What follows belongs to an exercise in optimizing a design on an open flow for small area, a short achievable clock period and few clock cycles; a production flow would make more cautious choices. Only simulation tests tie the RTL to the original design; equivalence was not proved. Power and IR drop assume default switching activity.

## pcmux_rx
module pcmux_rx (
    input  wire        clk,
    input  wire        rst,
    input  wire        in_valid,
    input  wire [7:0]  in_data,
    output wire        in_ready,
    input  wire [11:0] cfg_prog_en,
    input  wire [95:0] cfg_prog_code,
    output reg         tel_valid,
    output wire [7:0]  tel_data,
    output reg         evt_valid,
    output wire [7:0]  evt_data,
    output reg         ack
);
    localparam K_VER    = 3'd0;   
    localparam K_SALT   = 3'd1;   
    localparam K_PSTAT  = 3'd2;   
    localparam K_CKSUM  = 3'd3;   
    localparam K_TEL1   = 3'd4;   
    localparam K_EVT1   = 3'd5;   
    localparam K_PBAD   = 3'd6;   
    reg        rdy;
    reg        a_v, b_v;
    reg  [7:0] a_d, b_d;
    assign in_ready = rdy;
    wire take = in_valid & rdy;
    function [5:0] bcls(input [7:0] x);
        bcls = {x == 8'h03, x == 8'h10, x == 8'hFF, x == 8'h02, x == 8'h00, x == 8'hA5};
    endfunction
    reg  [5:0] a_c;
    wire a_03 = a_c[5], a_10 = a_c[4], a_ff = a_c[3], a_02 = a_c[2], a_00 = a_c[1], a_a5 = a_c[0];
    reg  [5:0]  len;         
    reg         typ;         
    reg         bad1;        
    reg  [2:0]  kdec;        
    reg  [7:0]  prev;        
    reg  [15:0] sum;         
    reg  [7:0]  rb4;         
    reg  [8*61-1:0] rbv;     
    reg        act_v, pend_v, q1_v;
    reg  [2:0] akind, pkind, q1kind;
    reg  [15:0] q1dat;
    reg  [3:0] arec;
    reg  [5:0] abp;
    reg  [15:0] adat, pdat;  
    reg        lastrec;      
    wire [7:0] p6 = rbv[8*(9) +: 8];
    wire [7:0] p7 = rbv[8*(10) +: 8];
    reg prog_known;
    integer pi;
    always @(*) begin
        prog_known = 1'b0;
  ...
For scale: about 2,500 cells after synthesis, roughly 640 flip-flops, about 140 I/O pins, about 31,000 µm² of cells after synthesis.
Settings: LEC_CHECK=0, CAP_MARGIN=20, CORE_MARGIN=2, CORE_UTILIZATION=55, CTS_BUF_LIST=sky130_fd_sc_hd__clkbuf_16, CTS_CLUSTER_DIAMETER=60, CTS_CLUSTER_SIZE=20, SLEW_MARGIN=20; clock period 10.0 ns.
standard.sh (not shown) runs the stock make flow with config.mk's settings and CLKGATE_MAP_FILE= SYNTH_SCRIPT=/design/flow/synth_recipe.tcl, a recipe that flattens the netlist after the stock synthesis.
==> flow/flow/run.sh <==
#!/bin/bash
# The standard layout (the standard.sh, standard synthesis), with two
# changes to how it is made:
#  - repair_timing aims at 6.5 ns of setup slack, well inside the period;
#  - the port buffers are plain sky130_fd_sc_hd__buf_2 cells.
# Everything else (SDC, period, floorplan, CTS, routing) is the standard flow.
set -euo pipefail
bash standard.sh SETUP_SLACK_MARGIN=6.5 \
    "BUFFER_PORTS_ARGS=-buffer_cell sky130_fd_sc_hd__buf_2" \
    finish > standard_flow.log 2>&1
Testbench counts at the start, summed over its fixed seeds: cycles 50,288.
Change:
==> flow/flow/run.sh (replaced) <==
#!/bin/bash
# The standard layout (the standard.sh, standard synthesis), with two
# changes to how it is made:
#  - repair_timing aims at 6.5 ns of setup slack, well inside the period;
#  - the port buffers are plain sky130_fd_sc_hd__buf_1 cells.
# Everything else (SDC, period, floorplan, CTS, routing) is the standard flow.
set -euo pipefail
bash standard.sh SETUP_SLACK_MARGIN=6.5 \
    "BUFFER_PORTS_ARGS=-buffer_cell sky130_fd_sc_hd__buf_1" \
    finish > standard_flow.log 2>&1
CTS_CLUSTER_DIAMETER = 80   (was 60)
CTS_CLUSTER_SIZE = 25   (was 20)
Effect: The new run went through all stages and came out clean; global-route usage grows by 0.42 points; via count hardly moves; fmax fell by 1.6%; die area stays the same; setup slack loses 0.058 ns.
Change:
==> flow/flow/run.sh (replaced) <==
#!/bin/bash
# The standard layout (the standard.sh, standard synthesis), with two
# changes to how it is made:
#  - repair_timing aims at 6.5 ns of setup slack, well inside the period;
#  - the port buffers are plain sky130_fd_sc_hd__buf_2 cells.
# Everything else (SDC, period, floorplan, CTS, routing) is the standard flow.
set -euo pipefail
bash standard.sh SETUP_SLACK_MARGIN=6.5 \
    "BUFFER_PORTS_ARGS=-buffer_cell sky130_fd_sc_hd__buf_2" \
    finish > standard_flow.log 2>&1
CORE_UTILIZATION = 65   (was 55)
CTS_CLUSTER_DIAMETER = 60   (was 80)
CTS_CLUSTER_SIZE = 20   (was 25)
After rerunning: The changed run ran to the end with no violations. Die area shrinks by 15%. Maximum frequency shrinks by 2.9%. Sequential cell count stays the same. Register-to-register slack got worse by 0.11 ns. Setup slack got worse by 0.11 ns. Sequential share of layout area shrinks by 0.97 points. Total power grows by 4.5%. Combinational power grows by 7.6%. Cell area grows by 1.8%. Clock power grows by 13%. Wire length shrinks by 3.3%.
Change:
==> flow/flow/run.sh (replaced) <==
#!/bin/bash
# The standard layout (the standard.sh, standard synthesis), with two
# changes to how it is made:
#  - repair_timing aims at 6.6 ns of setup slack, well inside the period;
#  - the port buffers are plain sky130_fd_sc_hd__buf_2 cells.
# Everything else (SDC, period, floorplan, CTS, routing) is the standard flow.
set -euo pipefail
bash standard.sh SETUP_SLACK_MARGIN=6.6 \
    "BUFFER_PORTS_ARGS=-buffer_cell sky130_fd_sc_hd__buf_2" \
    finish > standard_flow.log 2>&1
CORE_UTILIZATION = 55   (was 65)
The changed run passed the timing, design-rule and antenna checks; cell area rose by 1.8%; via count went down by 2.7%; cell count goes up by 4.7%; routed wire length rose by 2.2%; die area is higher by 18%; core utilization went down by 10 points; critical path depth came out higher by 2.

separate check: timing with driven ports:
No port has a modelled driver above. Below, the same layouts with a new extraction and two added sets of constraints.
Step 1, drivers: a clkbuf_16 drives clk and a buf_2 each remaining input, both assumed.
Step 2 moves the port delays by t, midway between the first and last clock arrival at a register: inputs arrive t later, outputs are due t later. That takes back most of the time a late clock gives input paths.
Three values: no drivers, after step 1, after step 2; two values: the first two.
run | t, ns | setup slack, ns | hold WS [ns] | worst setup path after step 2
the first run | 0.685 | 6.487 / 6.487 / 5.970 | 0.534 / 0.534 / 0.534 | input to register
the second run | 0.680 | 6.429 / 6.429 / 6.038 | 0.539 / 0.539 / 0.539 | input to register
the third run | 0.674 | 6.322 / 6.322 / 6.012 | 0.532 / 0.532 / 0.532 | input to register
the fourth run | 0.701 | 6.470 / 6.470 / 6.125 | 0.535 / 0.535 / 0.535 | input to register
After both steps every run listed still meets setup and hold. For the first run, which loses most, drivers alone change the setup slack by 0.000 ns; drivers and shift together by -0.517 ns.
